Source: an optimization exercise on an open RTL-to-GDS flow (aim: small area, a short achievable clock period and few clock cycles). Production flows keep margins and buffers that such runs may drop.
At most, simulation tests tie the RTL to the original design; equivalence was not proved.
For runs 4 to 7, only the layout was checked, not whether the RTL still works.
Power and IR drop assume default switching activity.

==> design.v <==
module sixel_encoder (
    input  wire        clk,
    input  wire        rst,           
    input  wire        start,         
    input  wire [15:0] width,
    input  wire [15:0] height,
    input  wire [15:0] dbuf_base,
    input  wire [7:0]  ncols,
    output reg         busy,
    output reg         done,
    output reg  [2:0]  err_code,
    output reg         mem_req,
    output reg  [15:0] mem_addr,
    input  wire [7:0]  mem_rdata,
    output reg         out_valid,
    output reg  [7:0]  out_data,
    input  wire        out_ready
);
    localparam E_NONE    = 3'd0;
    localparam E_PRECOND = 3'd3;
    localparam E_BUS     = 3'd6;
    localparam E_CONFIG  = 3'd7;
    localparam RS_IDLE = 3'd0;
    localparam RS_PRE  = 3'd1;    
    localparam RS_CHK  = 3'd2;    
    localparam RS_RD   = 3'd3;    
    localparam RS_END  = 3'd5;    
    localparam E_IDLE  = 4'd0;
    localparam E_HASH  = 4'd1;    
    localparam E_PCD   = 4'd2;    
    localparam E_FIRST = 4'd3;    
    localparam E_ACC   = 4'd4;    
    localparam E_RUN   = 4'd5;    
    localparam E_RDIG  = 4'd6;    
    localparam E_RCH   = 4'd7;    
    localparam E_TERM  = 4'd8;    
    localparam E_FIN   = 4'd9;    
    reg [15:0] w_r;           
    reg [7:0]  n_r;
    reg        w1;            
    reg [2:0]  rs;
    reg [15:0] rows_left;     
    reg        mb_r;          
    reg [2:0]  rl_r;          
    reg [15:0] col_rem;       
    reg        sl_r;          
    reg [2:0]  k;             
    reg        dir;           
    reg        walk;          
    reg        cend_r;        
    reg        cy;            
    reg [7:0]  pc;            
    reg        lp_r;          
    reg [1:0]  pch;           
    reg [3:0]  pct, pcu;
    reg        cq_res;        
    reg        v_d;
    reg [2:0]  k_d;
    reg        cend_d;
    reg        slast_d;
    reg [5:0]  mask;
    reg [5:0]  colq;
    reg        colq_v;
    reg        colq_l;        
    reg [3:0]  es;
    reg [5:0]  cur;
    reg [2:0]  d4;            
    reg [3:0]  d3, d2, d1, d0;
    reg [2:0]  di;
    reg        fin;
    wire       len_le3  = (d4 == 3'd0) && (d3 == 4'd0) && (d2 == 4'd0) &&
                          (d1 == 4'd0) && (d0[3:2] == 2'b00);
    wire [2:0] len_top  = (d4 != 3'd0) ? 3'd4 :
                          (d3 != 4'd0) ? 3'd3 :
                          (d2 != 4'd0) ? 3'd2 :
                          (d1 != 4'd0) ? 3'd1 : 3'd0;
    wire [2:0] pc_top   = (pch != 2'd0) ? 3'd2 : (pct != 4'd0) ? 3'd1 : 3'd0;
    wire       c0 = (d0 == 4'd9);
    wire       c1 = c0 && (d1 == 4'd9);
    wire       c2 = c1 && (d2 == 4'd9);
    wire       c3 = c2 && (d3 == 4'd9);
    wire [3:0] i0 = c0 ? 4'd0 : d0 + 4'd1;
    wire [3:0] i1 = c0 ? (c1 ? 4'd0 : d1 + 4'd1) : d1;
    wire [3:0] i2 = c1 ? (c2 ? 4'd0 : d2 + 4'd1) : d2;
    wire [3:0] i3 = c2 ? (c3 ? 4'd0 : d3 + 4'd1) : d3;
    wire [2:0] i4 = c3 ? d4 + 3'd1 : d4;
    reg [3:0] digit;
    always @(*) begin
        case (di)
            3'd4:    digit = {1'b0, d4};
            3'd3:    digit = d3;
            3'd2:    digit = d2;
            3'd1:    digit = d1;
            default: digit = d0;
        endcase
    end
    wire [7:0] sixchar = 8'h3F + {2'b00, cur};
    reg        s_valid;
    reg  [7:0] s_data;
    wire       o_free = !out_valid || out_ready;
    wire       room   = !s_valid;
    reg        emit;
    reg  [7:0] ebyte;
    always @(*) begin
        emit  = room;
        ebyte = sixchar;
        case (es)
            E_HASH:  ebyte = 8'h23;
            E_PCD:   ebyte = {4'h3, digit};
            E_RUN:   ebyte = len_le3 ? sixchar : 8'h21;
            E_RDIG:  ebyte = {4'h3, digit};
            E_RCH:   ebyte = sixchar;
            E_TERM:  ebyte = (pc == 8'd0) ? 8'h2D : 8'h24;
            default: emit  = 1'b0;
        endcase
    end
    wire consume = colq_v && (es == E_FIRST || (es == E_ACC && colq == cur)) ||
                   room && !fin && ((es == E_RUN && len_le3 && d0 == 4'd1) || es == E_RCH);
    wire       op_one   = cend_r && (!sl_r || (lp_r && !dir));
    wire       op_back  = cend_r && sl_r && !lp_r;
    wire       op_up    = !cend_r && dir;
    wire [15:0] opnd  = op_one ? 16'd0 : ((op_back || op_up) ? ~w_r : w_r);
    wire [17:0] sum2  = {1'b0, mem_addr, 1'b1} + {1'b0, opnd, !op_up};
    wire [16:0] sum   = sum2[17:1];
    wire       can_res = w1 ? (!cq_res && es == E_FIRST) : (!cq_res || consume);
    wire [2:0] k_next  = dir ? (k - 3'd1) : (k + 3'd1);
    wire       kn_end  = dir ? (k_next == 3'd0) : (k_next == rl_r);
    wire       col_rem0 = (col_rem == 16'd0);
    wire       nb_more = (rows_left > 16'd12);
    wire [2:0] nb_rl   = nb_more ? 3'd5 : (rows_left[2:0] - 3'd7);
    always @(posedge clk) begin
        begin
            done     <= 1'b0;
            err_code <= E_NONE;    
            v_d     <= mem_req;
            k_d     <= k;
            cend_d  <= mem_req && cend_r;
            slast_d <= sl_r;
            if (v_d) begin
                if (cend_d) begin
                    colq   <= mask | ({5'd0, mem_rdata == pc} << k_d);
                    colq_v <= 1'b1;
                    colq_l <= slast_d;
                    mask   <= 6'd0;
                    if (slast_d) begin
                        if (lp_r) begin
                            pc   <= 8'd0;
                            lp_r <= 1'b0;
                            pch  <= 2'd0;
                            pct  <= 4'd0;
                            pcu  <= 4'd0;
                        end else begin
                            pc   <= pc + 8'd1;
                            lp_r <= (pc + 8'd1 == n_r);
                            if (pcu == 4'd9) begin
                                pcu <= 4'd0;
                                if (pct == 4'd9) begin
                                    pct <= 4'd0;
                                    pch <= pch + 2'd1;
                                end else begin
                                    pct <= pct + 4'd1;
                                end
                            end else begin
                                pcu <= pcu + 4'd1;
                            end
                        end
                    end
                end else begin
                    mask   <= mask | ({5'd0, mem_rdata == pc} << k_d);
                end
            end
            case (rs)
                RS_IDLE: begin
                    w_r       <= width;
                    n_r       <= ncols;
                    rows_left <= height;
                    mem_addr  <= dbuf_base;
                    col_rem   <= width;
                    cy        <= 1'b0;
                    cend_r    <= 1'b0;
                    dir       <= 1'b0;
                    walk      <= 1'b0;
                    {d3, d2, d1, d0} <= dbuf_base;
                    if (start) begin
                        busy <= 1'b1;
                        rs   <= RS_PRE;
                    end
                end
                RS_PRE: begin
                    w_r     <= col_rem - 16'd1;
                    col_rem <= rows_left;
                    w1      <= (col_rem == 16'd1);
                    mb_r    <= (rows_left > 16'd6);
                    rl_r    <= (rows_left > 16'd5) ? 3'd5 : (rows_left[2:0] - 3'd1);
                    if (n_r == 8'd0) begin
                        err_code <= E_PRECOND;
                        done     <= 1'b1;
                        busy     <= 1'b0;
                        rs       <= RS_IDLE;
                    end else if (col_rem0 || rows_left == 16'd0) begin
                        err_code <= E_CONFIG;
                        done     <= 1'b1;
                        busy     <= 1'b0;
                        rs       <= RS_IDLE;
                    end else begin
                        rs       <= RS_CHK;
                    end
                end
                RS_CHK: begin
                    if (cy && (!col_rem0 || mem_addr != 16'd0)) begin
                        err_code <= E_BUS;
                        done     <= 1'b1;
                        busy     <= 1'b0;
                        rs       <= RS_IDLE;
                    end else if (col_rem0) begin
                        mem_addr <= {d3, d2, d1, d0};
                        col_rem  <= w_r;
                        sl_r     <= w1;
                        k        <= 3'd0;
                        dir      <= 1'b0;
                        cend_r   <= (rl_r == 3'd0);
                        pc       <= 8'd0;
                        lp_r     <= 1'b0;
                        pch      <= 2'd0;
                        pct      <= 4'd0;
                        pcu      <= 4'd0;
                        mem_req  <= !(w1 && rl_r == 3'd0);
                        mask     <= 6'd0;
                        rs       <= RS_RD;
                        es       <= E_HASH;
                    end else begin
                        mem_addr <= sum[15:0];
                        cy       <= sum[16];
                        col_rem  <= col_rem - 16'd1;
                    end
                end
                RS_RD: begin
                    if (mem_req || walk) begin
                        if (!cend_r) begin
                            mem_addr <= sum[15:0];
                            k        <= k_next;
                            cend_r   <= kn_end;
                            mem_req  <= !walk && (!kn_end || can_res);
                        end else begin
                            if (mem_req) cq_res <= 1'b1;
                            if (walk || (sl_r && lp_r && mb_r && !dir)) begin
                                mem_addr  <= sum[15:0];
                                k         <= 3'd0;
                                walk      <= 1'b0;
                                col_rem   <= w_r;
                                sl_r      <= w1;
                                rows_left <= rows_left - 16'd6;
                                mb_r      <= nb_more;
                                rl_r      <= nb_rl;
                                cend_r    <= (nb_rl == 3'd0);
                                mem_req   <= (nb_rl != 3'd0);
                            end else if (!sl_r) begin
                                mem_addr <= sum[15:0];
                                col_rem  <= col_rem - 16'd1;
                                sl_r     <= (col_rem == 16'd1);
                                dir      <= ~dir;
                                cend_r   <= (rl_r == 3'd0);
                                mem_req  <= (rl_r != 3'd0);
                            end else if (!lp_r) begin
                                mem_addr <= sum[15:0];
                                col_rem  <= w_r;
                                sl_r     <= w1;
                                dir      <= ~dir;
                                cend_r   <= (rl_r == 3'd0);
                                mem_req  <= (rl_r != 3'd0);
                            end else if (!mb_r) begin
                                mem_req <= 1'b0;
                                rs      <= RS_END;
                            end else begin
                                mem_addr <= sum[15:0];
                                k        <= 3'd1;
                                dir      <= 1'b0;
                                sl_r     <= 1'b0;
                                walk     <= 1'b1;
                                cend_r   <= 1'b0;      
                                mem_req  <= 1'b0;
                            end
                        end
                    end else begin
                        mem_req <= !cend_r || can_res;
                    end
                end
                default: ;
            endcase
            if (room) begin
                case (es)
                    E_HASH: begin
                        {d4, d3, d2, d1, d0} <= {3'd0, 4'd0, 2'd0, pch, pct, pcu};
                        di <= pc_top;
                        es <= E_PCD;
                    end
                    E_PCD: begin
                        di <= di - 3'd1;
                        if (di == 3'd0) es <= E_FIRST;
                    end
                    E_RUN: begin
                        if (len_le3) begin
                            d0 <= d0 - 4'd1;
                            if (d0 == 4'd1) begin
                                if (fin) begin
                                    es <= E_TERM;
                                end else begin
                                    cur <= colq;
                                    {d4, d3, d2, d1, d0} <= 19'd1;
                                    fin <= colq_l;
                                    es  <= colq_l ? E_RUN : E_ACC;
                                end
                            end
                        end else begin
                            di <= len_top;
                            es <= E_RDIG;
                        end
                    end
                    E_RDIG: begin
                        di <= di - 3'd1;
                        if (di == 3'd0) es <= E_RCH;
                    end
                    E_RCH: begin
                        if (fin) begin
                            es <= E_TERM;
                        end else begin
                            cur <= colq;
                            {d4, d3, d2, d1, d0} <= 19'd1;
                            fin <= colq_l;
                            es  <= colq_l ? E_RUN : E_ACC;
                        end
                    end
                    E_TERM: es <= (rs == RS_END) ? E_FIN : E_HASH;
                    default: ;
                endcase
            end
            case (es)
                E_FIRST: begin
                    if (colq_v) begin
                        cur <= colq;
                        {d4, d3, d2, d1, d0} <= 19'd1;
                        fin <= colq_l;
                        es  <= colq_l ? E_RUN : E_ACC;
                    end
                end
                E_ACC: begin
                    if (colq_v) begin
                        if (colq == cur) begin
                            {d4, d3, d2, d1, d0} <= {i4, i3, i2, i1, i0};
                            if (colq_l) begin
                                fin <= 1'b1;
                                es  <= E_RUN;
                            end
                        end else begin
                            fin <= 1'b0;
                            es  <= E_RUN;
                        end
                    end
                end
                E_FIN: begin
                    if (o_free && !s_valid) begin
                        done <= 1'b1;
                        busy <= 1'b0;
                        rs   <= RS_IDLE;
                        es   <= E_IDLE;
                    end
                end
                default: ;
            endcase
            if (o_free) begin
                out_valid <= s_valid || emit;
                out_data  <= s_valid ? s_data : ebyte;
                s_valid   <= 1'b0;
            end else if (emit) begin
                s_valid <= 1'b1;
                s_data  <= ebyte;
            end
            if (consume) begin
                colq_v <= 1'b0;
                cq_res <= 1'b0;
            end
        end
        if (rst) begin
            rs        <= RS_IDLE;
            es        <= E_IDLE;
            busy      <= 1'b0;
            done      <= 1'b0;
            mem_req   <= 1'b0;
            out_valid <= 1'b0;
            s_valid   <= 1'b0;
            cq_res    <= 1'b0;
            colq_v    <= 1'b0;
            v_d       <= 1'b0;
            cend_d    <= 1'b0;
        end
    end
endmodule
==> flow/run.sh <==
#!/bin/bash
# The standard layout (the standard.sh: the standard synthesis and the
# standard ORFS steps, at the design's clock period and SDC), with two
# changes in how the layout is made:
#  - the port buffers that global placement inserts are
#    sky130_fd_sc_hd__buf_2 instead of the delay cell buffer_ports picks by
#    default; every port is still buffered;
#  - repair_timing works to a setup slack margin of MARGIN ns, so it sizes and
#    buffers the paths that set the achieved period. The clock period and the
#    constraints are the design's.
# ORFS writes each tool's log under orfs/logs; make's own output goes to
# standard_flow.log.
set -euo pipefail
export BUFFER_PORTS_ARGS="-buffer_cell sky130_fd_sc_hd__buf_2"
export SETUP_SLACK_MARGIN=9.6
bash standard.sh > standard_flow.log 2>&1
==> standard.sh <==
#!/bin/bash
# synth_recipe.tcl (not shown) runs the flow's synth.tcl, then flattens the netlist and writes it again
# the make line also repeats each setting of config.mk as NAME=value (left out here)
make -C /OpenROAD-flow-scripts/flow DESIGN_CONFIG=/design/flow/config.mk WORK_HOME=/design/flow/orfs CLKGATE_MAP_FILE= SYNTH_SCRIPT=/design/flow/synth_recipe.tcl "${@:-finish}"
==> config.mk <==
export PLATFORM = sky130hd
export DESIGN_NAME = sixel_encoder
export DESIGN_NICKNAME = sixel_encoder
export VERILOG_FILES = /design/flow/design.v
export SDC_FILE = /design/flow/constraint.sdc
export NUM_CORES = 4
export LEC_CHECK = 0
export CAP_MARGIN = 20
export CORE_MARGIN = 2
export CORE_UTILIZATION = 60
export CTS_BUF_LIST = sky130_fd_sc_hd__clkbuf_8 sky130_fd_sc_hd__clkbuf_16
export PLACE_DENSITY = 0.72
export SLEW_MARGIN = 20
==> constraint.sdc <==
create_clock -name core_clock -period 13.0 [get_ports {clk}]
set_input_delay 2.6000 -clock core_clock [delete_from_list [all_inputs] [get_ports {clk}]]
set_output_delay 2.6000 -clock core_clock [all_outputs]
set_load 0.01 [all_outputs]
==> reports/summary.txt, run 1 <==
Status: finished clean
CORE AREA: 19330 um2
Layout cell share with drive strength beyond 1: 15.97%
Htree depth: 4
Final Hold Vio Count: 0
Yosys reg bits: 183
N_diodes: 0
Worst Setup Slack, final: 9.354 ns
Number of remaining DRC errors: 0
Die area: 20640 um2
Synth async-reset ratio: 0%
CTS Root Buffer Type: clkbuf_16
Period Utilization, post-route: 28.04%
Synth warnings: 1
Peak supply drop: 0.1081 mV
1st-pass router iterations: 5
Initial antenna violation count: 0
Slew headroom: 37.68%
Vias in the first global route: 9139
Clock Path Buffers: 2
Hpwl dp: 23270 um
Wire length of the first global-routing pass: 48420 um
Port Buffers: 97
Worst slack, placed: 8.773 ns
Clock latency at the later pin of the worst-skew pair: 0.44 ns
Cts bufs inserted: 17
RePlAce Congestion: 0.9426
Critical path's top delay family: flip-flops
Skew final: 0.01323 ns
Worst-path cell chain: buf_2
Most frequent cells in the layout: nand2_1, nor2_1, edfxtp_1
Die width: 143.7 um
Total power: 1.787 mW
Clock slew at reported path FFs: 0.07 ns
Fin nets: 1525
CTS tree: built
EDFF count, synth: 124
Max-slew violation count: 0
Setup crit start kind: register
Crit path largest cell delay: 0.44 ns
Crit. End Element: primary output
Post-DRT Antenna Nets: 0
Sequential area share after synthesis: 41.90%
Top FF cell, synth: edfxtp_1
Area leader, netlist: edfxtp_1
Cells after Synth: 1308
Initial DRC Count: 957
Worst-path maximum fanout: 2
Max Cap Viol: 0
Post-synthesis cell area: 11710 um2
Worst Tran Pin Value: 0.9337 ns
Leading cell type in the layout, fill and taps excluded: nand2_1
Sum of buffers and inverters on the critical path: 1
Top Ports: 99
Pleak: 5.271 nW
Fmax: 274.3 MHz
Unrepaired setup endpoints after global routing: yes
Post-synth top area share: 31.81%
Critical Path RT: 10.40 ns
Ranking of synthesized cells by area: edfxtp_1, dfxtp_1, ha_1, xnor2_1, o21ai_0
Setup violators final: 0
Vias per cell: 6.076
Vias after detailed routing: 10210
Wirelength, routed: 31510 um
Setup TNS: 0 ns
Syn nets: 1431
Die height: 143.7 um
Initial core utilization: 60.54%
WL/cell: 18.75 um
Distinct cells, synth: 79
CP max-delay cell: edfxtp_1
Min-delay worst type: reg -> reg
Path type of the worst setup path: reg -> out
Total gr overflow: 0
Synthesis-to-layout area growth: 13.57%
GRT Overall Usage: 30.38%
Critical Path AT: 1.05 ns
Clock sinks: 183
Post-route minimum period: 3.646 ns
CTS Hold Buffers Added: 0
Mean post-synth cell area: 8.950 um2
PwrDens: 134.4 nW/um2
Largest net degree at the start of global routing: 45
Site row count: 51
layout make-up:
class,instances,area (um2)
Fill cell,1580,6040
Multi-Input combinational cell,1008,6401
Timing Repair Buffer,140,870.8
Tap cell,265,331.6
Sequential cell,183,4917
Inverter,52,195.2
Clock buffer,17,425.4
Clock inverter,15,153.9
where the power goes:
group / switching, mW / total (mW) / internal, mW
logic: 0.282 / 0.511 / 0.229
registers: 0.0704 / 0.762 / 0.692
clock network: 0.257 / 0.513 / 0.257
path summary, 6_finish.rpt:
check        cells after the start  slack [ns]   startpoint           end
max reg2reg                     13        9.63         lp_r  mem_addr[13]
max                              1        9.35  mem_addr[4]   mem_addr[4]
min                              0        0.41         k[2]        k_d[2]
min reg2reg                      0        0.41         k[2]        k_d[2]
routing by layer:
layer,wire [um],GRT usage [%]
met5,0,0
met4,1036,12.07
met3,1938,3.665
met2,14810,48.47
met1,13720,42.32
what timing repair did:
action                     4_1_cts  5_1_grt
setup buffers                   22       14
pin swaps                        7        8
setup endpoints to repair       46       71
resized for setup               21       11
cells in the mapped netlist (8+ instances only):
library cell and number:
nand2_1 151, a21o_1 13, o21a_1 9, or3_1 8, and3_1 18, dfxtp_1 59, mux2_2 9, nor2_1 143
o22ai_1 9, o21ai_0 114, a21oi_1 75, nor3_1 40, ha_1 53, mux2i_1 19, a22oi_1 12, nand3_1 29
nor2b_1 9, nand2b_1 14, a221oi_1 10, nor4_1 15, nand4_1 8, xnor2_1 68, a31oi_1 22, edfxtp_1 124
inv_1 51, nor3b_1 12, and2_1 10, xor2_1 30, clkbuf_1 53
flip-flops by register name (all words and copies together) (netlist names), 6 cells and up:
name and flops:
n_r 8, mask 6, colq 6, rows_left 16
col_rem 16, mem_addr 16, w_r 16, cur 6
pc 8, out_data 7, s_data 7
stage by stage:
step	instances	cell area [um2]	util, %	hold WS, ns
final	1680	13300	68.76	0.4145
after detailed placement	1612	12330	63.77	0.3985
after global routing	1680	13300	68.76	0.4359
after floorplan	1308	11740	-	0.3674
after CTS	1666	13150	68.01	0.4161
after global placement	1612	12330	63.77	0.4003
cells by family (layout without fill, tap and decap cells):
family	count (synthesis)	after routing	synth area share, %
AND/OR/NAND/NOR	486	486	19.98
AO/OA/AOI/OAI	340	340	18.18
flip-flops	183	183	41.90
buffers and inverters	117	224	4.083
XOR/XNOR	98	98	7.332
adder cells (fa/ha/maj)	55	55	6.007
multiplexers	28	28	2.490
other	1	1	0.03203
Testbench counts, summed over its fixed seeds: cycles 153,244.
==> run 2, diff against run 1 <==
--- a/design.v
+++ b/design.v
@@ -49,2 +49,3 @@
     reg        walk;          
+    reg        stl;           
     reg        cend_r;        
@@ -121,4 +122,4 @@
     wire       op_up    = !cend_r && dir;
-    wire [15:0] opnd  = op_one ? 16'd0 : ((op_back || op_up) ? ~w_r : w_r);
-    wire [17:0] sum2  = {1'b0, mem_addr, 1'b1} + {1'b0, opnd, !op_up};
+    wire [15:0] opnd  = (op_one || stl) ? 16'd0 : ((op_back || op_up) ? ~w_r : w_r);
+    wire [17:0] sum2  = {1'b0, mem_addr, 1'b1} + {1'b0, opnd, !op_up && !stl};
     wire [16:0] sum   = sum2[17:1];
@@ -131,2 +132,10 @@
     always @(posedge clk) begin
+        if (rs == RS_IDLE)
+            mem_addr <= dbuf_base;
+        else if (rs == RS_PRE || (rs == RS_CHK && col_rem0))
+            mem_addr <= {d3, d2, d1, d0};
+        else
+            mem_addr <= sum[15:0];
+    end
+    always @(posedge clk) begin
         begin
@@ -176,3 +185,2 @@
                     rows_left <= height;
-                    mem_addr  <= dbuf_base;
                     col_rem   <= width;
@@ -182,2 +190,3 @@
                     walk      <= 1'b0;
+                    stl       <= 1'b0;
                     {d3, d2, d1, d0} <= dbuf_base;
@@ -215,3 +224,2 @@
                     end else if (col_rem0) begin
-                        mem_addr <= {d3, d2, d1, d0};
                         col_rem  <= w_r;
@@ -227,2 +235,3 @@
                         mem_req  <= !(w1 && rl_r == 3'd0);
+                        stl      <= (w1 && rl_r == 3'd0);
                         mask     <= 6'd0;
@@ -231,3 +240,2 @@
                     end else begin
-                        mem_addr <= sum[15:0];
                         cy       <= sum[16];
@@ -237,5 +245,4 @@
                 RS_RD: begin
-                    if (mem_req || walk) begin
+                    if (!stl) begin
                         if (!cend_r) begin
-                            mem_addr <= sum[15:0];
                             k        <= k_next;
@@ -243,6 +250,6 @@
                             mem_req  <= !walk && (!kn_end || can_res);
+                            stl      <= !walk && kn_end && !can_res;
                         end else begin
-                            if (mem_req) cq_res <= 1'b1;
+                            if (!walk) cq_res <= 1'b1;
                             if (walk || (sl_r && lp_r && mb_r && !dir)) begin
-                                mem_addr  <= sum[15:0];
                                 k         <= 3'd0;
@@ -256,4 +263,4 @@
                                 mem_req   <= (nb_rl != 3'd0);
+                                stl       <= (nb_rl == 3'd0);
                             end else if (!sl_r) begin
-                                mem_addr <= sum[15:0];
                                 col_rem  <= col_rem - 16'd1;
@@ -263,4 +270,4 @@
                                 mem_req  <= (rl_r != 3'd0);
+                                stl      <= (rl_r == 3'd0);
                             end else if (!lp_r) begin
-                                mem_addr <= sum[15:0];
                                 col_rem  <= w_r;
@@ -270,7 +277,8 @@
                                 mem_req  <= (rl_r != 3'd0);
+                                stl      <= (rl_r == 3'd0);
                             end else if (!mb_r) begin
                                 mem_req <= 1'b0;
+                                stl     <= 1'b0;
                                 rs      <= RS_END;
                             end else begin
-                                mem_addr <= sum[15:0];
                                 k        <= 3'd1;
@@ -285,2 +293,3 @@
                         mem_req <= !cend_r || can_res;
+                        stl     <= cend_r && !can_res;
                     end
--- a/flow/run.sh
+++ b/flow/run.sh
@@ -7,3 +7,3 @@
 #    default; every port is still buffered;
-#  - repair_timing works to a setup slack margin of MARGIN ns, so it sizes and
+#  - repair_timing works to a setup slack margin of 9.6 ns, so it sizes and
 #    buffers the paths that set the achieved period. The clock period and the
==> run 2 against run 1 <==
  * Critical path depth unchanged
  * Sequential power increased by 1%
  * Total power is 4.9% higher
  * Wire length down 3.5%
  * Register-to-register slack better by 0.02 ns
  * Maximum frequency grew 2.9%
  * Sequential cell count grew 1
  * Synthesized cell count fell by 0.76%
  * Clock power is 1% lower
  * Critical path type unchanged
  * Largest cell class unchanged
  * Highest routed layer unchanged
==> reports/summary.txt, run 2 <==
Internal Power: 1.240 mW
Layout cell share with drive strength beyond 1: 18.81%
Total power: 1.874 mW
Vias after detailed routing: 10160
Max-slew violation count: 0
Vias per cell: 6.108
Number of remaining DRC errors: 0
Critical path's top delay family: flip-flops
Cts bufs inserted: 17
Mean post-synth cell area: 9.008 um2
Fin nets: 1506
Largest net degree at the start of global routing: 36
Non-Filler Instances: 1663
EDFF count, synth: 109
Htree depth: 4
Distinct cells, synth: 96
Most common library cells after synthesis: nor2_1, nand2_1, edfxtp_1
CTS Root Buffer Type: clkbuf_16
Synth warnings: 1
Path type of the worst setup path: reg -> out
Status: finished clean
Crit. End Element: primary output
NetSw: 0.6344 mW
Area leader, netlist: edfxtp_1
Initial antenna violation count: 0
Die height: 143.6 um
Worst Tran Pin Value: 1.037 ns
Syn nets: 1419
Wirelength, routed: 30400 um
Die area: 20620 um2
Synth async-reset ratio: 0%
Vias in the first global route: 9424
Post-DRT Antenna Nets: 0
Top Ports: 99
Part of the power in the clock network: 27.1%
Critical Path AT: 0.94 ns
Count leader, synth: nor2_1
Setup TNS: 0 ns
Dpl cells: 1596
Crit path largest cell delay: 0.36 ns
Clock slew at reported path FFs: 0.07 ns
Worst-path maximum fanout: 1
Leading cell type in the layout, fill and taps excluded: nor2_1
Switch share: 33.85%
Clock latency at the later pin of the worst-skew pair: 0.45 ns
Fmax: 282.3 MHz
Period Utilization, post-route: 27.25%
Worst-path cell chain: buf_2
Cells after Synth: 1298
Ranking of synthesized cells by area: edfxtp_1, dfxtp_1, ha_1, nor2_1, xnor2_1
Yosys reg bits: 184
1st-pass router iterations: 6
Critical Path RT: 10.40 ns
Flop pwr share: 41.3%
PwrDens: 139.4 nW/um2
Unrepaired setup endpoints after global routing: yes
Sequential area share after synthesis: 40.83%
Pleak: 5.320 nW
Hpwl dp: 21830 um
Clock Path Buffers: 2
Site row count: 51
Min-delay worst type: reg -> reg
Total gr overflow: 0
Initial core utilization: 60.67%
Clock sinks: 184
Setup crit start kind: register
Logic pwr share: 31.7%
Setup violators final: 0
CP max-delay cell: edfxtp_1
Final Util: 69.77%
CTS tree: built
Peak supply drop: 0.1084 mV
Post-synth top area share: 27.99%
Port Buffers: 97
WL/cell: 18.28 um
N_diodes: 0
GRT Overall Usage: 29.59%
CORE AREA: 19270 um2
Sum of buffers and inverters on the critical path: 1
Wire length of the first global-routing pass: 48020 um
Max Cap Viol: 0
Skew final: 0.01926 ns
Final Hold Vio Count: 0
CTS Hold Buffers Added: 0
RePlAce Congestion: 0.9461
Crit path from: out_data[0]
Slew headroom: 29.11%
Post-route minimum period: 3.543 ns
Initial DRC Count: 1031
Die width: 143.6 um
Most frequent cells in the layout: nor2_1, nand2_1, edfxtp_1
Worst Setup Slack, final: 9.457 ns
Synthesis-to-layout area growth: 14.99%
Post-synthesis cell area: 11690 um2
Top FF cell, synth: edfxtp_1
R2R Path Start: cend_r
Min-delay src: k[2]
Worst slack, placed: 9.006 ns
==> run 2: cell types whose count changed after synthesis, sizes merged, moves of 13 or more <==
cell,previous run,this run
edfxtp,124,109
nor2b,9,22
a21oi,78,94
nand2,152,123
dfxtp,59,75
o21ai,121,93
==> run 2: logic make-up after synthesis <==
kind of cell	synth area share (%)
DFF	40.83
muxes	1.851
other	0.03207
AOI/OAI and AO/OA	19.68
and+or+nand+nor	20.74
buffers and inverters	4.173
adders and majority gates	5.800
xor gates and xnor gates	6.891
==> run 2: what timing repair did <==
action                     4_1_cts  5_1_grt
gates cloned                     0        1
gates resized for setup         56       22
setup endpoints to repair       62       63
buffers inserted                24       10
pin swaps                        8       16
==> run 2: worst paths after layout <==
kind	end	slack [ns]	cells past startpoint
worst max register to register	mem_addr[14]	9.65	13
worst min register to register	k_d[2]	0.40	0
worst max-delay path	out_data[0]	9.46	1
worst min-delay path	k_d[2]	0.40	0
==> run 2: layout make-up <==
class / instances / area, um2
inverters: 50 / 195.2
repair inverters: 1 / 5.005
clock inverters: 15 / 137.6
fillers: 1580 / 5826
well taps: 265 / 331.6
multi-input cells: 994 / 6580
repair buffers: 137 / 945.9
flip-flops and latches: 184 / 4825
clock buffers: 17 / 425.4
==> run 2: power groups by stage <==
stage               clock (mW)  combinational, mW  sequential, mW
floorplan                    0              0.390           0.750
global placement             0              0.483           0.780
detailed placement           0              0.490           0.779
CTS                      0.511              0.553           0.770
global route             0.532              0.652           0.780
finish                   0.507              0.594           0.773
==> run 2: per-stage QoR <==
stage / cell area, um2 / hold WS (ns)
6_report: 13450 / 0.3965
5_1_grt: 13450 / 0.4227
4_1_cts: 13260 / 0.4039
3_5_place_dp: 12300 / 0.3915
3_3_place_gp: 12300 / 0.3961
2_1_floorplan: 11750 / 0.3462
==> run 2: routing by layer <==
| metal | part of all wire [%] | vias up | track usage, % |
|---|---|---|---|
| li1 | - | 4910 | - |
| met1 | 43 | 4777 | 40.19 |
| met2 | 48 | 416 | 48.80 |
| met3 | 6.6 | 54 | 4.099 |
| met4 | 2.2 | 0 | 10.06 |
| met5 | 0 | - | 0 |
Testbench counts of run 2, summed over its fixed seeds: cycles 153,244.
==> run 3, diff against run 2 <==
--- a/flow/run.sh
+++ b/flow/run.sh
@@ -7,3 +7,3 @@
 #    default; every port is still buffered;
-#  - repair_timing works to a setup slack margin of 9.6 ns, so it sizes and
+#  - repair_timing works to a setup slack margin of MARGIN ns, so it sizes and
 #    buffers the paths that set the achieved period. The clock period and the
@@ -14,3 +14,3 @@
 export BUFFER_PORTS_ARGS="-buffer_cell sky130_fd_sc_hd__buf_2"
-export SETUP_SLACK_MARGIN=9.6
+export SETUP_SLACK_MARGIN=9.3
 bash standard.sh > standard_flow.log 2>&1
==> run 3 against run 2 <==
  * Still clean
  * Total power shrank 4.2%
  * Register-to-register slack worse by 0.14 ns
  * Cell count fell by 1.7%
  * Global-route usage decreased by 0.14 points
  * Via count decreased by 1.7%
  * Wire length decreased by 1.9%
  * Synthesized area unchanged
  * Combinational power decreased by 14%
  * Critical endpoint is now mem_addr[0]
==> reports/summary.txt, run 3 <==
Total power: 1.795 mW
Final Hold Vio Count: 0
N_diodes: 0
Flop2flop setup slack: 9.51 ns
R2R Path Start: cend_r
Dpl cell area: 12280 um2
Post-synthesis cell area: 11690 um2
GRT Overall Usage: 29.45%
Path type of the worst setup path: reg -> out
Slew headroom: 35.33%
Die width: 143.6 um
Worst Hold Depth: 0
1st-pass router iterations: 5
Total gr overflow: 0
Setup violators final: 0
Die area: 20620 um2
PwrDens: 138.8 nW/um2
Post-route minimum period: 3.649 ns
Min-delay src: k[2]
Status: finished clean
Wirelength, routed: 29830 um
Leading cell type in the layout, fill and taps excluded: nor2_1
Critical path's top delay family: flip-flops
CTS Hold Buffers Added: 0
Crit. End Element: primary output
R2R depth: 12
Pleak: 5.108 nW
Ranking of synthesized cells by area: edfxtp_1, dfxtp_1, ha_1, nor2_1, xnor2_1
Period Utilization, post-route: 28.07%
Post-synth top area share: 27.99%
Skew final: 0.01250 ns
R2R Path End: mem_addr[10]
Worst-path cell chain: buf_2
Worst Tran Pin Value: 0.9599 ns
Critical Path AT: 1.05 ns
Distinct cells, synth: 96
Min-delay worst type: reg -> reg
Vias in the first global route: 9206
Mean post-synth cell area: 9.008 um2
Sum of buffers and inverters on the critical path: 1
Clock Path Buffers: 2
Peak supply drop: 0.1006 mV
Synthesis-to-layout area growth: 10.64%
Syn nets: 1419
Vias after detailed routing: 9984
Initial DRC Count: 843
CP max-delay cell: dfxtp_1
RePlAce Congestion: 0.9411
Max Cap Viol: 0
EDFF count, synth: 109
Clock slew at reported path FFs: 0.07 ns
Sequential area share after synthesis: 40.83%
Crit path largest cell delay: 0.44 ns
Layout cell share with drive strength beyond 1: 14.38%
Filler cell count: 1656
CORE AREA: 19270 um2
CTS Root Buffer Type: clkbuf_16
Top FF cell, synth: edfxtp_1
Htree depth: 4
Post-DRT Antenna Nets: 0
Vias per cell: 6.106
Site row count: 51
Clock latency at the later pin of the worst-skew pair: 0.44 ns
Initial antenna violation count: 0
Cells after Synth: 1298
Clock sinks: 184
Cts bufs inserted: 17
WL/cell: 18.24 um
Setup TNS: 0 ns
Yosys reg bits: 184
Most common library cells after synthesis: nor2_1, nand2_1, edfxtp_1
Fmax: 274.0 MHz
Initial core utilization: 60.67%
Largest net degree at the start of global routing: 36
Unrepaired setup endpoints after global routing: no
Setup crit start kind: register
Port Buffers: 97
Synth async-reset ratio: 0%
Wire length of the first global-routing pass: 47890 um
Critical Path RT: 10.40 ns
Hold_ws: 0.4051 ns
Most frequent cells in the layout: nor2_1, nand2_1, edfxtp_1
Die height: 143.6 um
Synth warnings: 1
Number of remaining DRC errors: 0
CTS tree: built
Post-route cell area: 12940 um2
Max-slew violation count: 0
Hpwl dp: 22260 um
Count leader, synth: nor2_1
Worst Hold End: k_d[2]
Worst-path maximum fanout: 4
Area leader, netlist: edfxtp_1
Fin nets: 1478
Top Ports: 99
[run 3: cell types whose count changed in the layout (fill, tap and decap cells not counted), sizes merged]
| cell | change |
|---|---|
| clkinv | -2 |
| clkbuf | +1 |
| buf | -28 |
| inv | +1 |
[run 3: what timing repair did]
item / in CTS / in global routing
buffers inserted: 0 / 4
endpoints found under the hold margin: 0 / 0
endpoints found under the setup margin: 4 / 29
gates resized for setup: 2 / 7
[run 3: final cells by class]
class | instances | area, um2 | area share, %
flip-flops and latches | 184 | 4775 | 36.91
clock buffers | 17 | 425.4 | 3.289
multi-input cells | 994 | 6480 | 50.09
repair buffers | 110 | 586.8 | 4.536
inverters | 50 | 191.4 | 1.480
clock inverters | 15 | 146.4 | 1.132
well taps | 265 | 331.6 | 2.563
[run 3: metrics by stage]
| stage | util [%] | setup slack (ns) | instances |
|---|---|---|---|
| after global routing | 67.13 | 9.314 | 1635 |
| after CTS | 66.73 | 9.305 | 1629 |
| after floorplan | - | 9.347 | 1298 |
| final | 67.13 | 9.351 | 1635 |
| after detailed placement | 63.71 | 9.008 | 1597 |
| after global placement | 63.69 | 8.996 | 1597 |
[run 3: cell families after synthesis]
family | Yosys count | synth area share (%)
DFF | 184 | 40.83
adders and majority gates | 53 | 5.800
AOI/OAI and AO/OA | 352 | 19.68
other | 1 | 0.03207
buffers and inverters | 120 | 4.173
xor gates and xnor gates | 92 | 6.891
and+or+nand+nor | 476 | 20.74
muxes | 20 | 1.851
[run 3: how the worst max path moves through the flow]
stage	from	endpoint	slack (ns)	depth (start not counted)
6_report	mem_addr[0]	mem_addr[0]	9.35	1
5_1_grt	out_ready	es[2]	9.31	7
4_1_cts	rs[2]	mem_addr[1]	9.30	7
3_5_place_dp	mem_rdata[7]	mask[0]	9.01	7
3_3_place_gp	rs[2]	mem_addr[1]	9.00	7
2_1_floorplan	mem_rdata[5]	mask[0]	9.35	6
[run 3: where the power goes]
group | internal, mW | switching (mW)
Clock | 0.270 | 0.244
Combinational | 0.223 | 0.287
Sequential | 0.686 | 0.0858
[run 3: layer usage]
layer	global-route usage (%)	vias up	share of wire (%)
met4	9.030	0	2.2
met1	41.20	4683	45
li1	-	4852	-
met3	4.499	49	6.8
met5	0	-	0
met2	47.32	400	46
==> run 4, diff against run 3 <==
--- a/design.v
+++ b/design.v
@@ -369,3 +369,3 @@
                 E_FIN: begin
-                    if (o_free && !s_valid) begin
+                    if (!out_valid && !s_valid) begin
                         done <= 1'b1;
@@ -384,4 +384,4 @@
                 s_valid <= 1'b1;
-                s_data  <= ebyte;
             end
+            if (!s_valid) s_data <= ebyte;
             if (consume) begin
--- a/flow/run.sh
+++ b/flow/run.sh
@@ -7,3 +7,3 @@
 #    default; every port is still buffered;
-#  - repair_timing works to a setup slack margin of MARGIN ns, so it sizes and
+#  - repair_timing works to a setup slack margin of 9.3 ns, so it sizes and
 #    buffers the paths that set the achieved period. The clock period and the
==> run 4 against run 3 <==
  * Still clean on timing, DRC and antenna
  * Sequential cell count rose by 2
  * Register-to-register slack got worse by 0.05 ns
  * Sequential power rose by 1%
  * Largest power group unchanged
  * Hold slack improved by 0.013 ns
  * Critical path type unchanged
==> reports/summary.txt, run 4 <==
N_diodes: 0
EDFF count, synth: 103
Max Cap Viol: 0
Period Utilization, post-route: 28.25%
Slew headroom: 32.52%
Setup crit start kind: register
Yosys reg bits: 186
CTS Hold Buffers Added: 0
Pleak: 5.209 nW
Vias in the first global route: 9655
Leading cell type in the layout, fill and taps excluded: nor2_1
PwrDens: 139.7 nW/um2
Cts bufs inserted: 17
Total power: 1.796 mW
Setup violators final: 0
Critical Path AT: 1.07 ns
Most common library cells after synthesis: nand2_1, nor2_1, a21oi_1, edfxtp_1, o21ai_0
Initial core utilization: 61.57%
CTS Root Buffer Type: clkbuf_16
Port Buffers: 98
Most frequent cells in the layout: nor2_1, nand2_1, edfxtp_1
Most Crowded Layer GR: met2
Max-slew violation count: 0
Setup TNS: 0 ns
Fmax: 272.3 MHz
Die height: 143.2 um
Clock latency at the later pin of the worst-skew pair: 0.45 ns
Vias per cell: 6.252
CP max-delay cell: dfxtp_1
Total gr overflow: 0
Top Ports: 99
Crit path largest cell delay: 0.46 ns
Post-synthesis cell area: 11630 um2
Site row count: 50
Ranking of synthesized cells by area: edfxtp_1, dfxtp_1, ha_1, xnor2_1, nand2_1
Worst Setup Slack, final: 9.328 ns
Top FF cell, synth: edfxtp_1
Critical path's top delay family: flip-flops
Layout cell share with drive strength beyond 1: 12.46%
Worst-path cell chain: buf_2
M3 GR Usage: 5.231%
Synthesis-to-layout area growth: 10.53%
Path type of the worst setup path: reg -> out
Initial antenna violation count: 0
Cells after Synth: 1336
GR Util met2: 53.36%
Die width: 143.2 um
Final Hold Vio Count: 0
Crit path from: mem_addr[0]
Worst Tran Pin Value: 1.010 ns
Distinct cells, synth: 78
Critical Path RT: 10.40 ns
Number of remaining DRC errors: 0
Post-synth top area share: 26.59%
Sequential area share after synthesis: 40.87%
Filler cell count: 1559
RePlAce Congestion: 0.9449
Clock sinks: 186
M1 GR Usage: 40.53%
WL/cell: 19.19 um
Sum of buffers and inverters on the critical path: 1
Min-delay src: k[2]
CTS tree: built
Post-route minimum period: 3.672 ns
Wirelength, routed: 32100 um
Vias after detailed routing: 10460
Clock slew at reported path FFs: 0.07 ns
Post-DRT Antenna Nets: 0
Worst-path maximum fanout: 4
Non-Filler Instances: 1673
Skew final: 0.01603 ns
Largest net degree at the start of global routing: 42
Status: finished clean
Wire length of the first global-routing pass: 50250 um
Footprint of the multi-input gates: 6415 um2
Worst slack, placed: 8.722 ns
Die area: 20520 um2
Reg area: 4758 um2
CORE AREA: 18890 um2
Initial DRC Count: 1112
Htree depth: 4
Peak supply drop: 0.09665 mV
Hpwl dp: 23520 um
Area leader, netlist: edfxtp_1
Unrepaired setup endpoints after global routing: yes
Min-delay worst type: reg -> reg
Syn nets: 1457
GRT Overall Usage: 31.39%
Crit. End Element: primary output
R2R Path Start: dir
Hold_ws: 0.4179 ns
Synth async-reset ratio: 0%
Mean post-synth cell area: 8.707 um2
Fin nets: 1521
Clock Path Buffers: 2
1st-pass router iterations: 7
Synth warnings: 1
Dpl cells: 1639
==> run 4: changes by cell type after synthesis, sizes merged, moves of 10 or more <==
cell,delta
nand2,+25
nor4,+10
a21oi,+11
xnor2,+15
nor3,+14
xor2,-14
==> run 4: cells by family (layout without fill, tap and decap cells) <==
logic type	count (synthesis)	after routing	synth area share, %
AND/OR/NAND/NOR	514	514	21.37
AO/OA/AOI/OAI	354	354	19.10
flip-flops	186	186	40.87
buffers and inverters	118	195	4.195
XOR/XNOR	93	93	7.002
adder cells (fa/ha/maj)	53	53	5.830
multiplexers	18	18	1.624
==> run 4: repair_timing <==
item                                    CTS  global route
pin swaps                                 0             0
resized for setup                         4             4
hold endpoints to repair                  0             0
endpoints found under the setup margin   10            21
setup buffers                             0             2
==> run 4: per-stage QoR <==
stage	utilization, %	area, um2
after floorplan	-	11640
after global placement	64.78	12240
after detailed placement	64.78	12240
after CTS	67.89	12830
after global routing	68.05	12860
final	68.05	12860
==> run 4: area by class of cell <==
| class | count | share of cell area, % |
|---|---|---|
| multi-input combinational | 1032 | 49.89 |
| clock inverter | 11 | 0.6520 |
| sequential | 186 | 37.01 |
| clock buffer | 21 | 3.824 |
| inverter | 53 | 1.576 |
| timing repair buffer | 110 | 4.515 |
| tap | 260 | 2.530 |
==> run 4: metal layers <==
| layer | up-vias | wire length (um) |
|---|---|---|
| met5 | - | 0 |
| met3 | 78 | 2345 |
| met2 | 496 | 15490 |
| li1 | 4979 | - |
| met4 | 0 | 989 |
| met1 | 4907 | 13280 |
==> run 4: worst paths after layout <==
kind	end	slack (ns)	cells past startpoint
max	mem_addr[0]	9.33	1
min	k_d[2]	0.42	0
max reg2reg	cy	9.46	12
min reg2reg	k_d[2]	0.42	0
==> run 4: power breakdown <==
group | switching, mW | total [mW] | leakage (nW) | internal, mW
clock network | 0.239 | 0.513 | 0.287 | 0.274
logic | 0.285 | 0.501 | 3.18 | 0.216
registers | 0.0921 | 0.783 | 1.74 | 0.690
total | 0.616 | 1.80 | 5.21 | 1.18
==> run 5, diff against run 4 <==
--- a/design.v
+++ b/design.v
@@ -98,6 +98,4 @@
     wire [7:0] sixchar = 8'h3F + {2'b00, cur};
-    reg        s_valid;
-    reg  [7:0] s_data;
     wire       o_free = !out_valid || out_ready;
-    wire       room   = !s_valid;
+    wire       room   = o_free;
     reg        emit;
@@ -369,3 +367,3 @@
                 E_FIN: begin
-                    if (!out_valid && !s_valid) begin
+                    if (o_free) begin
                         done <= 1'b1;
@@ -379,9 +377,5 @@
             if (o_free) begin
-                out_valid <= s_valid || emit;
-                out_data  <= s_valid ? s_data : ebyte;
-                s_valid   <= 1'b0;
-            end else if (emit) begin
-                s_valid <= 1'b1;
+                out_valid <= emit;
+                out_data  <= ebyte;
             end
-            if (!s_valid) s_data <= ebyte;
             if (consume) begin
@@ -398,3 +392,2 @@
             out_valid <= 1'b0;
-            s_valid   <= 1'b0;
             cq_res    <= 1'b0;
==> run 5 against run 4 <==
  * Die area down 2.1%
  * First-iteration DRC count down 17%
  * Cell count is 4.6% lower
  * Sequential share of layout area is 1.1 points lower
  * Via count down 3.3%
  * Critical endpoint unchanged
  * Highest routed layer unchanged
==> reports/summary.txt, run 5 <==
Skew final: 0.01141 ns
EDFF count, synth: 102
Critical Path RT: 10.40 ns
Die height: 141.7 um
Most common library cells after synthesis: nand2_1, nor2_1, o21ai_0
Worst-path maximum fanout: 4
Adder-cell share of the synthesized area: 5.851%
CTS Hold Buffers Added: 0
CORE AREA: 18640 um2
Cells after Synth: 1284
Sum of buffers and inverters on the critical path: 1
Period Utilization, post-route: 28.18%
Total gr overflow: 0
Die area: 20080 um2
Initial core utilization: 61.02%
Worst-path cell chain: buf_2
Largest family of logic cells by synthesized area: simple AND/OR/NAND/NOR gates
Site row count: 50
Worst Hold Depth: 0
WP depth: 1
Largest net degree at the start of global routing: 47
Unrepaired setup endpoints after global routing: no
Yosys reg bits: 176
Most frequent cells in the layout: nor2_1, nand2_1, o21ai_0
Top FF cell, synth: edfxtp_1
Crit path largest cell delay: 0.45 ns
Wirelength, routed: 30520 um
Max Cap Viol: 0
Pleak: 4.999 nW
Post-synth top area share: 26.92%
Fin nets: 1469
Post-DRT Antenna Nets: 0
GRT Overall Usage: 30.65%
Worst Tran Pin Value: 1.032 ns
Cts bufs inserted: 17
Initial DRC Count: 927
Logic pwr share: 31.5%
Port Buffers: 97
Clock slew at reported path FFs: 0.07 ns
Max-slew violation count: 0
Post-synthesis compound-gate area fraction: 19.95%
1st-pass router iterations: 6
Crit. End Element: primary output
Synthesis-to-layout area growth: 11.14%
Hpwl dp: 22620 um
Vias after detailed routing: 10110
R2R Path Start: dir
Setup crit start kind: register
RePlAce Congestion: 0.9543
R2R depth: 11
Critical Path AT: 1.06 ns
Filler cell count: 1531
R2R Path End: mem_addr[9]
Sequential area share after synthesis: 39.95%
Vias in the first global route: 9492
Flop2flop setup slack: 9.56 ns
Min-delay src: k[2]
Post-Synth XOR/XNOR Area: 7.358%
Worst Hold End: k_d[2]
Fmax: 273.0 MHz
NetSw: 0.6899 mW
Htree depth: 4
N_diodes: 0
Initial antenna violation count: 0
Flop pwr share: 41.5%
Die width: 141.7 um
Syn nets: 1404
Number of remaining DRC errors: 0
Distinct cells, synth: 86
CP max-delay cell: dfxtp_1
Switch share: 36.89%
Clock sinks: 176
Internal Power: 1.180 mW
PwrDens: 147.9 nW/um2
Synth async-reset ratio: 0%
Mean post-synth cell area: 8.860 um2
Post-route minimum period: 3.663 ns
Part of the power in the clock network: 27.0%
CTS Root Buffer Type: clkbuf_16
Area leader, netlist: edfxtp_1
Hold_ws: 0.4278 ns
Status: finished clean
Post-synthesis simple-gate area fraction: 21.52%
Critical path's top delay family: flip-flops
Peak supply drop: 0.1025 mV
Post-synthesis cell area: 11380 um2
Clock latency at the later pin of the worst-skew pair: 0.44 ns
Setup TNS: 0 ns
Top Ports: 99
Slew headroom: 31.17%
Mux share of post-synthesis cell area: 1.210%
Vias per cell: 6.336
Layout cell share with drive strength beyond 1: 14.32%
Min-delay worst type: reg -> reg
Synth warnings: 1
Clock Path Buffers: 2
Path type of the worst setup path: reg -> out
Setup violators final: 0
Ranking of synthesized cells by area: edfxtp_1, dfxtp_1, ha_1, o21ai_0, xnor2_1
Final Hold Vio Count: 0
CTS tree: built
WL/cell: 19.12 um
Wire length of the first global-routing pass: 48920 um
==> run 5: cell types whose count changed after synthesis, sizes merged, moves of 10 or more <==
cell	before	now
nor3	47	37
nand2	148	130
nor2	148	130
xnor2	71	57
o21ai	94	117
a21oi	105	76
xor2	22	36
==> run 5: metrics by stage <==
stage | total power [mW] | util (%) | cells | worst slack (ns) | area [um2]
after floorplan | 1.192 | - | 1284 | 8.951 | 11410
after global placement | 1.345 | 64.10 | 1556 | 8.489 | 11950
after detailed placement | 1.357 | 64.10 | 1556 | 8.474 | 11950
after CTS | 1.860 | 67.30 | 1588 | 9.311 | 12550
after global routing | 1.974 | 67.82 | 1596 | 9.293 | 12640
final | 1.870 | 67.82 | 1596 | 9.337 | 12640
==> run 5: power groups by stage <==
stage / Clock, mW / Combinational (mW) / Sequential, mW
2_1_floorplan: 0 / 0.444 / 0.748
3_3_place_gp: 0 / 0.561 / 0.784
6_report: 0.505 / 0.589 / 0.777
4_1_cts: 0.509 / 0.578 / 0.773
5_1_grt: 0.530 / 0.661 / 0.783
3_5_place_dp: 0 / 0.571 / 0.785
==> run 5: worst max-delay path by stage <==
stage / slack, ns / from / endpoint
2_1_floorplan: 8.95 / out_ready / d1[3]
3_3_place_gp: 8.49 / out_ready / d3[2]
3_5_place_dp: 8.47 / out_ready / d3[2]
4_1_cts: 9.31 / out_ready / d2[0]
5_1_grt: 9.29 / out_ready / stl
6_report: 9.34 / mem_addr[0] / mem_addr[0]
==> run 5: final cells by class <==
type | count | area (um2) | share of cell area [%]
inverter | 53 | 198.9 | 1.573
timing repair buffer | 109 | 581.8 | 4.602
tap | 234 | 292.8 | 2.316
multi-input combinational | 992 | 6457 | 51.07
sequential | 176 | 4544 | 35.94
clock buffer | 17 | 425.4 | 3.365
clock inverter | 15 | 142.6 | 1.128
==> run 5: metal layers <==
metal,global-route usage [%],wire (um),share of wire [%]
met1,40.91,13100,43
met2,49.95,14360,47
met3,4.826,1999,6.6
met4,12.79,1051,3.4
met5,0,0,0
==> run 5: repair_timing <==
item                       4_1_cts  5_1_grt
setup endpoints to repair       35       16
gates resized for setup          5        6
hold endpoints to repair         0        0
pin swaps                        0        3
gates cloned                     0        1
setup buffers                    0        7
==> run 5: kinds of logic (layout without fill, tap and decap cells) <==
group           after synthesis  count (layout)
other cells                   1               1
buf+inv                     117             194
flops                       176             176
simple gates                477             478
compound gates              354             354
mux                          13              13
xor+xnor                     94              94
fa+ha+maj                    52              52
==> run 6, diff against run 5 <==
--- a/config.mk
+++ b/config.mk
@@ -9,5 +9,6 @@
 export CORE_MARGIN = 2
-export CORE_UTILIZATION = 60
-export CTS_BUF_LIST = sky130_fd_sc_hd__clkbuf_8 sky130_fd_sc_hd__clkbuf_16
-export PLACE_DENSITY = 0.72
+export CORE_UTILIZATION = 70
+export CTS_BUF_LIST = sky130_fd_sc_hd__clkbuf_8
+export CTS_CLUSTER_SIZE = 10
+export PLACE_DENSITY = 0.8
 export SLEW_MARGIN = 20
==> run 6 against run 5 <==
  * Still clean on timing, DRC and antenna
  * Cell count shrank 1.4%
  * Clock skew rose by 0.0018 ns
  * Synthesized cell count did not move
  * Synthesized area unchanged
  * Worst setup slack worse by 0.019 ns
  * Die area decreased by 14%
  * Sequential share of layout area increased by 0.76 points
  * Maximum frequency decreased by 0.51%
  * Design area decreased by 1.9%
  * Critical path type unchanged
  * Largest power group unchanged
==> reports/summary.txt, run 6 <==
Cells after Synth: 1284
Max-slew violation count: 0
Synthesis-to-layout area growth: 9.063%
Setup TNS: 0 ns
Post-route minimum period: 3.682 ns
Total power: 1.754 mW
CTS tree: built
R2R depth: 11
Path type of the worst setup path: reg -> out
Initial DRC Count: 1266
Worst-path cell chain: buf_2
Top Ports: 99
Clock Path Buffers: 2
Initial antenna violation count: 0
Leading cell type in the layout, fill and taps excluded: nor2_1
Number of remaining DRC errors: 0
Flop2flop setup slack: 9.47 ns
PwrDens: 141.3 nW/um2
Status: finished clean
CTS Hold Buffers Added: 0
Hpwl dp: 22470 um
CTS Root Buffer Type: clkbuf_8
Wirelength, routed: 30530 um
Synth async-reset ratio: 0%
Largest net degree at the start of global routing: 47
CP max-delay cell: dfxtp_1
Setup violators final: 0
EDFF count, synth: 102
Fin nets: 1464
Critical Path End: mem_addr[6]
R2R Path End: cy
Critical Path AT: 1.08 ns
Die height: 131.5 um
Crit path from: mem_addr[6]
1st-pass router iterations: 6
WP depth: 1
Vias in the first global route: 9660
Area leader, netlist: edfxtp_1
Filler cell count: 1126
Min-delay worst type: reg -> reg
Peak supply drop: 0.08352 mV
Period Utilization, post-route: 28.32%
Die area: 17290 um2
Most common library cells after synthesis: nand2_1, nor2_1, o21ai_0
Post-DRT Antenna Nets: 0
WL/cell: 19.41 um
Htree depth: 4
RePlAce Congestion: 0.9852
Most frequent cells in the layout: nor2_1, nand2_1, o21ai_0
Critical path's top delay family: flip-flops
Clock sinks: 176
Crit. End Element: primary output
Cts bufs inserted: 17
Vias per cell: 6.565
Worst Tran Pin Value: 1.081 ns
Setup crit start kind: register
Port Buffers: 97
Pleak: 4.881 nW
Post-synthesis cell area: 11380 um2
CORE AREA: 15890 um2
Mean post-synth cell area: 8.860 um2
GRT Overall Usage: 35.41%
Die width: 131.5 um
N_diodes: 0
Initial core utilization: 71.61%
Slew headroom: 27.64%
Final Hold Vio Count: 0
Yosys reg bits: 176
Ranking of synthesized cells by area: edfxtp_1, dfxtp_1, ha_1, o21ai_0, xnor2_1
Fmax: 271.6 MHz
Unrepaired setup endpoints after global routing: yes
Top FF cell, synth: edfxtp_1
Vias after detailed routing: 10330
Crit path largest cell delay: 0.44 ns
Site row count: 46
Layout cell share with drive strength beyond 1: 14.52%
Clock slew at reported path FFs: 0.11 ns
Synth warnings: 1
R2R Path Start: lp_r
Distinct cells, synth: 86
Max Cap Viol: 0
Sum of buffers and inverters on the critical path: 1
Clock latency at the later pin of the worst-skew pair: 0.48 ns
Syn nets: 1404
Critical Path RT: 10.40 ns
Skew final: 0.01316 ns
Sequential area share after synthesis: 39.95%
Total gr overflow: 0
Post-synth top area share: 26.92%
Wire length of the first global-routing pass: 49680 um
Worst-path maximum fanout: 3
run 6: metrics by stage:
stage	worst slack [ns]	area, um2	utilization, %	std cells	hold WS [ns]
global placement	8.524	11940	75.13	1539	0.3993
detailed placement	8.480	11940	75.13	1539	0.3968
floorplan	8.951	11410	-	1284	0.3687
global route	9.258	12410	78.10	1573	0.4205
CTS	9.301	12360	77.82	1571	0.4149
finish	9.318	12410	78.10	1573	0.4145
run 6: layout make-up:
type                    instances  area [um2]  area share, %
multi-input cells             991        6441          51.92
flip-flops and latches        176        4553          36.70
repair buffers                105       545.5          4.397
well taps                     216       270.3          2.178
clock buffers                  17       234.0          1.886
inverters                      53       198.9          1.603
clock inverters                15       163.9          1.321
run 6: layer usage:
layer | wire (um) | up-vias | track usage, %
met5 | 0 | - | 0
met1 | 12310 | 4852 | 47.41
met3 | 2702 | 81 | 5.633
met2 | 14550 | 577 | 58.20
li1 | - | 4817 | -
met4 | 964 | 0 | 13.22
run 6: what timing repair did:
action                                  4_1_cts  5_1_grt
hold endpoints to repair                      0        0
gates resized for setup                       8        9
buffers inserted                              0        2
endpoints found under the setup margin       29       21
pin swaps                                     0        1
run 6: logic make-up (layout without fill, tap and decap cells):
logic type / count (synthesis) / count (layout) / share of synthesized area (%)
simple gates: 477 / 477 / 21.52
xor+xnor: 94 / 94 / 7.358
compound gates: 354 / 354 / 19.95
fa+ha+maj: 52 / 52 / 5.851
flops: 176 / 176 / 39.95
mux: 13 / 13 / 1.210
other cells: 1 / 1 / 0.03296
buf+inv: 117 / 190 / 4.125
run 6: worst min-delay path by stage:
stage               startpoint  cells past startpoint  slack (ns)      to
floorplan                 k[2]                      0        0.37  k_d[2]
global placement          k[2]                      0        0.40  k_d[2]
detailed placement        k[2]                      0        0.40  k_d[2]
CTS                       k[2]                      0        0.41  k_d[2]
global route              k[2]                      0        0.42  k_d[2]
finish                    k[2]                      0        0.41  k_d[2]
run 6: report_power, final:
part / leakage, nW / total [mW] / internal (mW) / switching [mW]
sequential: 1.61 / 0.778 / 0.673 / 0.105
combinational: 3.07 / 0.591 / 0.253 / 0.338
clock: 0.204 / 0.385 / 0.146 / 0.238
total: 4.88 / 1.75 / 1.07 / 0.682
==> run 7, diff against run 6 <==
--- a/flow/run.sh
+++ b/flow/run.sh
@@ -7,3 +7,3 @@
 #    default; every port is still buffered;
-#  - repair_timing works to a setup slack margin of 9.3 ns, so it sizes and
+#  - repair_timing works to a setup slack margin of 9.5 ns, so it sizes and
 #    buffers the paths that set the achieved period. The clock period and the
@@ -14,3 +14,3 @@
 export BUFFER_PORTS_ARGS="-buffer_cell sky130_fd_sc_hd__buf_2"
-export SETUP_SLACK_MARGIN=9.3
+export SETUP_SLACK_MARGIN=9.5
 bash standard.sh > standard_flow.log 2>&1
==> run 7 against run 6 <==
  * Clock power about the same
  * Global-route usage rose by 0.14 points
  * Total power is 4.5% higher
  * Combinational power increased by 13%
  * Maximum frequency grew 2.0%
  * Largest cell class unchanged
==> reports/summary.txt, run 7 <==
Hpwl dp: 22090 um
Area leader, netlist: edfxtp_1
Initial antenna violation count: 0
Skew final: 0.01545 ns
EDFF count, synth: 102
Fin nets: 1501
Synthesis-to-layout area growth: 14.45%
Fmax: 277.1 MHz
Initial DRC Count: 1270
Wire length of the first global-routing pass: 49470 um
Htree depth: 4
CTS Hold Buffers Added: 0
Sum of buffers and inverters on the critical path: 1
Post-synthesis cell area: 11380 um2
Die area: 17290 um2
Most common library cells after synthesis: nand2_1, nor2_1, o21ai_0
Path type of the worst setup path: reg -> out
CP max-delay cell: edfxtp_1
Die height: 131.5 um
Top FF cell, synth: edfxtp_1
Cts bufs inserted: 17
Final Util: 81.96%
Site row count: 46
Vias per cell: 6.480
Largest net degree at the start of global routing: 47
Synth warnings: 1
Max Cap Viol: 0
Vias after detailed routing: 10430
GRT Overall Usage: 35.55%
Synth async-reset ratio: 0%
Setup violators final: 0
Total power: 1.833 mW
Crit path from: out_data[1]
R2R Path End: cy
N_diodes: 0
Clock slew at reported path FFs: 0.11 ns
Hold_ws: 0.4230 ns
Period Utilization, post-route: 27.76%
R2R depth: 11
Critical path's top delay family: flip-flops
Critical Path End: out_data[1]
Flop2flop setup slack: 9.64 ns
Max-slew violation count: 0
Clock Path Buffers: 2
PwrDens: 140.8 nW/um2
Pleak: 5.140 nW
Port Buffers: 97
Sequential area share after synthesis: 39.95%
Worst-path cell chain: buf_2
Worst Tran Pin Value: 0.8199 ns
Setup TNS: 0 ns
Filler cell count: 1068
Top Ports: 99
Vias in the first global route: 9808
Distinct cells, synth: 86
Critical Path AT: 1.01 ns
Most frequent cells in the layout: nor2_1, nand2_1, o21ai_0
CORE AREA: 15890 um2
R2R Path Start: dir
RePlAce Congestion: 0.9961
CTS tree: built
Dpl cells: 1540
Clock sinks: 176
Die width: 131.5 um
Post-route minimum period: 3.608 ns
Worst-path maximum fanout: 1
Crit. End Element: primary output
Crit path largest cell delay: 0.37 ns
Peak supply drop: 0.08160 mV
Syn nets: 1404
Post-DRT Antenna Nets: 0
Critical Path RT: 10.40 ns
Cells after Synth: 1284
Final Hold Vio Count: 0
1st-pass router iterations: 5
CTS Root Buffer Type: clkbuf_8
Slew headroom: 45.34%
Total gr overflow: 0
Clock latency at the later pin of the worst-skew pair: 0.49 ns
Status: finished clean
Number of remaining DRC errors: 0
Mean post-synth cell area: 8.860 um2
Post-synth top area share: 26.92%
Yosys reg bits: 176
Setup crit start kind: register
Worst Hold Depth: 0
Unrepaired setup endpoints after global routing: yes
Min-delay worst type: reg -> reg
WL/cell: 19.45 um
Wirelength, routed: 31320 um
Ranking of synthesized cells by area: edfxtp_1, dfxtp_1, ha_1, o21ai_0, xnor2_1
Non-Filler Instances: 1610
Initial core utilization: 71.61%
WP depth: 1
Layout cell share with drive strength beyond 1: 19.44%
==> run 7: power by group <==
part | internal, mW | switching [mW]
Clock | 0.147 | 0.240
Combinational | 0.306 | 0.361
Sequential | 0.678 | 0.100
Total | 1.13 | 0.701
==> run 7: layout make-up <==
type                       instances  area [um2]  area share [%]
sequential                       176        4593           35.28
tap                              216       270.3           2.076
clock inverter                    15       160.2           1.230
multi-input combinational        992        6585           50.58
timing repair buffer             141       974.7           7.486
inverter                          53       202.7           1.557
clock buffer                      17       234.0           1.797
==> run 7: cells by family (layout without fill, tap and decap cells) <==
logic type	after synthesis	count (layout)	share of synthesized area, %
fa+ha+maj	52	52	5.851
buf+inv	117	226	4.125
simple gates	477	478	21.52
compound gates	354	354	19.95
flops	176	176	39.95
xor+xnor	94	94	7.358
other cells	1	1	0.03296
mux	13	13	1.210
==> run 7: worst min-delay path by stage <==
stage / from / endpoint / slack, ns
after detailed placement: k[2] / k_d[2] / 0.40
final: k[2] / k_d[2] / 0.42
after floorplan: k[2] / k_d[2] / 0.37
after CTS: k[2] / k_d[2] / 0.42
after global routing: k[2] / k_d[2] / 0.44
after global placement: k[2] / k_d[2] / 0.40
==> run 7: repair_timing <==
action | CTS | global route
pin swaps | 3 | 9
setup endpoints to repair | 46 | 68
gates resized for setup | 59 | 29
buffers inserted | 23 | 14
gates cloned | 1 | 0
==> run 7: metal layers <==
| metal | vias to the layer above | wire length (um) | GRT usage (%) |
|---|---|---|---|
| li1 | 4901 | - | - |
| met1 | 4828 | 12740 | 46.89 |
| met2 | 603 | 14860 | 58.29 |
| met3 | 101 | 2615 | 4.861 |
| met4 | 0 | 1104 | 16.55 |
| met5 | - | 0 | 0 |
==> run 7: through the flow <==
step | instance area, um2 | worst slack, ns
2_1_floorplan | 11470 | 8.973
6_report | 13020 | 9.392
3_3_place_gp | 12000 | 8.838
5_1_grt | 13020 | 9.331
3_5_place_dp | 12000 | 8.773
4_1_cts | 12800 | 9.367

==> re-timing with driven ports <==
How much do the figures lean on ideal ports? The routed layouts below were timed once more, with nothing changed but the port constraints. Step 1 sets driving cells, clkbuf_16 on the clock port and buf_2 on the other inputs (assumed; they add their load-dependent delay and slew). Step 2 also shifts input and output timing later by t, the mid clock arrival at the registers, as if the neighbouring blocks saw the same clock. a / b / c = ideal ports / drivers / drivers and shift; a / b = the first two.
run | t, ns | setup WS [ns] | worst setup path at the end
run 1 | 0.484 | 9.354 / 9.306 / 9.009 | input to register
run 2 | 0.484 | 9.457 / 9.409 / 9.048 | input to register
run 3 | 0.476 | 9.351 / 9.306 / 8.983 | input to register
run 4 | 0.482 | 9.328 / 9.282 / 8.937 | input to register
run 5 | 0.480 | 9.337 / 9.290 / 8.909 | input to register
run 6 | 0.518 | 9.318 / 9.276 / 8.856 | input to register
run 7 | 0.520 | 9.392 / 9.350 / 8.869 | input to register
After both steps setup and hold are still met in every run listed. For run 7, which loses most, drivers alone change the setup slack by -0.042 ns; drivers and shift together by -0.523 ns.
